What follows belongs to an exercise in optimizing a design on an open flow for small area, a short achievable clock period and few clock cycles; a production flow would make more cautious choices. RTL that was checked went through simulation tests only; none was proved equivalent to the original. Power and IR drop assume default switching activity.

// png_unfilter
module png_unfilter #(
    parameter ROWBUF_BYTES = 64
) (
    input  wire       clk,
    input  wire       rst,             
    input  wire       start,
    input  wire [7:0] cfg_width,
    input  wire [7:0] cfg_height,
    input  wire [2:0] cfg_colortype,
    input  wire [4:0] cfg_bitdepth,
    input  wire       cfg_interlace,
    input  wire       in_valid,
    output wire       in_ready,
    input  wire [7:0] in_data,
    output wire       out_valid,
    input  wire       out_ready,
    output wire [7:0] out_data,
    output wire       out_last,
    output wire       busy,
    output reg        done,
    output reg        fault,
    output reg  [3:0] fault_code
);
export LEC_CHECK = 0
export CAP_MARGIN = 20
export CORE_MARGIN = 2
export CORE_UTILIZATION = 40
export CTS_CLUSTER_DIAMETER = 120
export CTS_CLUSTER_SIZE = 22
export PLACE_DENSITY = 0.6
export SLEW_MARGIN = 20
create_clock -name core_clock -period 12.5 [get_ports {clk}]
standard.sh (not shown) runs the stock make flow with config.mk's settings and CLKGATE_MAP_FILE= SYNTH_SCRIPT=/design/flow/synth_recipe.tcl, a recipe that flattens the netlist after the stock synthesis.
==> flow/flow/run.sh <==
#!/bin/bash
set -e
export SETUP_SLACK_MARGIN=8.8
export BUFFER_PORTS_ARGS="-buffer_cell sky130_fd_sc_hd__buf_4"
bash standard.sh > standard.log 2>&1
The baseline finished with timing, DRC and antenna clean.
==> next run, changes <==
--- a/flow/design.v
+++ b/flow/design.v
@@ -34,27 +34,26 @@
     reg [3:0] bppv;                 
     reg [6:0] mask;                 
     reg [2:0] np;                   
     reg       hn;                   
     reg       init;                 
     reg       lir;                  
     reg       lr;                   
     reg       rr1;                  
     reg [6:0] Rr;                   
-    reg [7:0] phr;                  
+    reg [7:0] rl;                   
     reg [6:0] idx1;                 
-    reg [7:0] row1;                 
     reg       first_row;
     reg       expf;                 
     reg [2:0] filt;
     reg [8:0] Gq;                   
     reg [7:0] Gn_ph;
-    reg       Gq1, Gph1;            
+    reg [1:0] e;                    
     reg       r1, r2;
     reg [8:0] xsel;                 
     reg [5:0] byp;                  
     wire ct_g  = (cfg_colortype == 3'd0) || (cfg_colortype == 3'd3);
     wire d_c1  = (cfg_bitdepth == 5'd1);
     wire d_c2  = (cfg_bitdepth == 5'd2);
     wire d_c4  = (cfg_bitdepth == 5'd4);
     wire d_c8  = (cfg_bitdepth == 5'd8);
     wire d_c16 = (cfg_bitdepth == 5'd16);
@@ -107,19 +106,18 @@
                 3'd1:    begin ky = 3'd7; sy = 2'd3; end
                 3'd2:    begin ky = 3'd3; sy = 2'd3; end
                 3'd3:    begin ky = 3'd3; sy = 2'd2; end
                 3'd4:    begin ky = 3'd1; sy = 2'd2; end
                 3'd5:    begin ky = 3'd1; sy = 2'd1; end
                 default: begin ky = 3'd0; sy = 2'd1; end
             endcase
         end
     end
-    wire [1:0] e = cls[0] ? 2'd3 : cls[1] ? 2'd2 : cls[2] ? 2'd1 : 2'd0;
     reg  [5:0] K;
     reg  [2:0] Sh;
     always @(*) begin
         if (!il) begin
             case (e)
                 2'd3:    begin K = 6'd7; Sh = 3'd3; end
                 2'd2:    begin K = 6'd3; Sh = 3'd2; end
                 2'd1:    begin K = 6'd1; Sh = 3'd1; end
                 default: begin K = 6'd0; Sh = 3'd0; end
@@ -163,19 +161,19 @@
     reg  [6:0] geomR;
     always @(*) begin
         case (1'b1)
             cls[4], cls[7]: geomR = {q3[5:0], 1'b0};
             cls[6]:         geomR = {q3[4:0], 2'b00};
             cls[8]:         geomR = {q3[3:0], 3'b000};
             default:        geomR = q3[6:0];
         endcase
     end
-    wire geomR1 = Gq1 & (cls[0] | cls[1] | cls[2] | cls[3]);
+    wire geomR1 = (Gq == 9'd1) & (cls[0] | cls[1] | cls[2] | cls[3]);
     wire [8:0] hsum = {1'b0, H} + {6'd0, ky};
     wire [7:0] ph   = hsum >> sy;
     reg        Lv;                  
     reg        v0, v1, v2;          
     reg  [8:0] M0, M1, M2;          
     reg  [1:0] wp, rp;              
     reg  [8:0] O;                   
     assign in_ready  = inr;
     assign busy      = busy_r;
@@ -248,28 +246,27 @@
             end
         end
     end
     always @(posedge clk) begin
         if (!busy_r && start) begin
             W    <= cfg_width;
             H    <= cfg_height;
             il   <= cfg_interlace;
             cls  <= cls_in;
+            e    <= cls_in[0] ? 2'd3 : cls_in[1] ? 2'd2 : cls_in[2] ? 2'd1 : 2'd0;
             np   <= 3'd0;
             bsel <= {cls_in[8], cls_in[7], cls_in[6], cls_in[5], cls_in[4],
                      cls_in[0] | cls_in[1] | cls_in[2] | cls_in[3]};
             bppv <= cls_in[8] ? 4'd8 : cls_in[7] ? 4'd6 : cls_in[6] ? 4'd4 :
                     cls_in[5] ? 4'd3 : cls_in[4] ? 4'd2 : 4'd1;
         end
         Gq    <= q;
-        Gq1   <= (q == 9'd1);
         Gn_ph <= ph;
-        Gph1  <= (ph == 8'd1);
         r1   <= (Rr == 7'd1);
         r2   <= (Rr == 7'd2);
         xsel <= 9'd0;
         case (Rr)
             7'd3:  xsel[0] <= 1'b1;
             7'd4:  xsel[1] <= 1'b1;
             7'd5:  xsel[2] <= 1'b1;
             7'd6:  xsel[3] <= 1'b1;
             7'd7:  xsel[4] <= 1'b1;
@@ -300,37 +297,36 @@
             ge        <= 1'b0;
             expf      <= 1'b1;
         end else begin
             if (fire_f && !bad_in) begin
                 filt <= in_data[2:0];
                 expf <= 1'b0;
             end
             if (init || (fire_d && lir && lr)) begin
                 Rr        <= geomR;
-                phr       <= Gn_ph;
+                rl        <= Gn_ph;
                 lir       <= geomR1;
                 rr1       <= geomR1;
-                lr        <= Gph1;
-                row1      <= 8'd1;
+                lr        <= (Gn_ph == 8'd1);
                 first_row <= 1'b1;
                 if (!init) begin
                     np <= nxt;
                     hn <= |cand;
                 end
             end
             if (fire_d) begin
                 if (lir) begin
                     idx1 <= 7'd1;
                     ge   <= 1'b0;
                     expf <= 1'b1;
                     if (!lr) begin
-                        row1      <= row1 + 8'd1;
-                        lr        <= (row1 + 8'd1 == phr);
+                        rl        <= rl - 8'd1;
+                        lr        <= (rl == 8'd2);
                         lir       <= rr1;
                         first_row <= 1'b0;
                     end
                 end else begin
                     idx1 <= idx1 + 7'd1;
                     lir  <= (idx1 + 7'd1 == Rr);
                     ge   <= (idx1 >= {3'd0, bppv});
                 end
             end
What happened:
- sequential power stays flat
- via count climbs slightly
- wire length shrinks slightly
- setup slack gains 0.23 ns
- global-route usage barely changes
- hold slack is better by 0.0049 ns
- final cell count barely changes
- die area stays flat
Testbench counts after the change, summed over its fixed seeds: cycles 111,622.
For the first run of this note, only the layout was checked, not whether the RTL still works.

==> port drivers added, routing unchanged <==
No port has a modelled driver above. Below, the same layouts with a new extraction and two added sets of constraints. Step 1: set_driving_cell puts a clkbuf_16 on clk and a buf_2 on each other input, an assumption about the parent block. Step 2 also shifts input and output timing later by t, the mid clock arrival at the registers, as if the neighbouring blocks saw the same clock. Slacks: ideal ports / drivers / drivers and shift; pairs: ideal ports / drivers.
run | shift t [ns] | setup slack, ns | worst setup path after step 2 | cell pins on the clock port's net
the first run | 0.662 | 8.605 / 8.605 / 8.297 | input to register | 1
the second run | 0.661 | 8.835 / 8.768 / 8.198 | input to register | 1
After both steps every run listed still meets setup and hold. For the second run, which loses most, drivers alone change the setup slack by -0.067 ns; drivers and shift together by -0.637 ns.
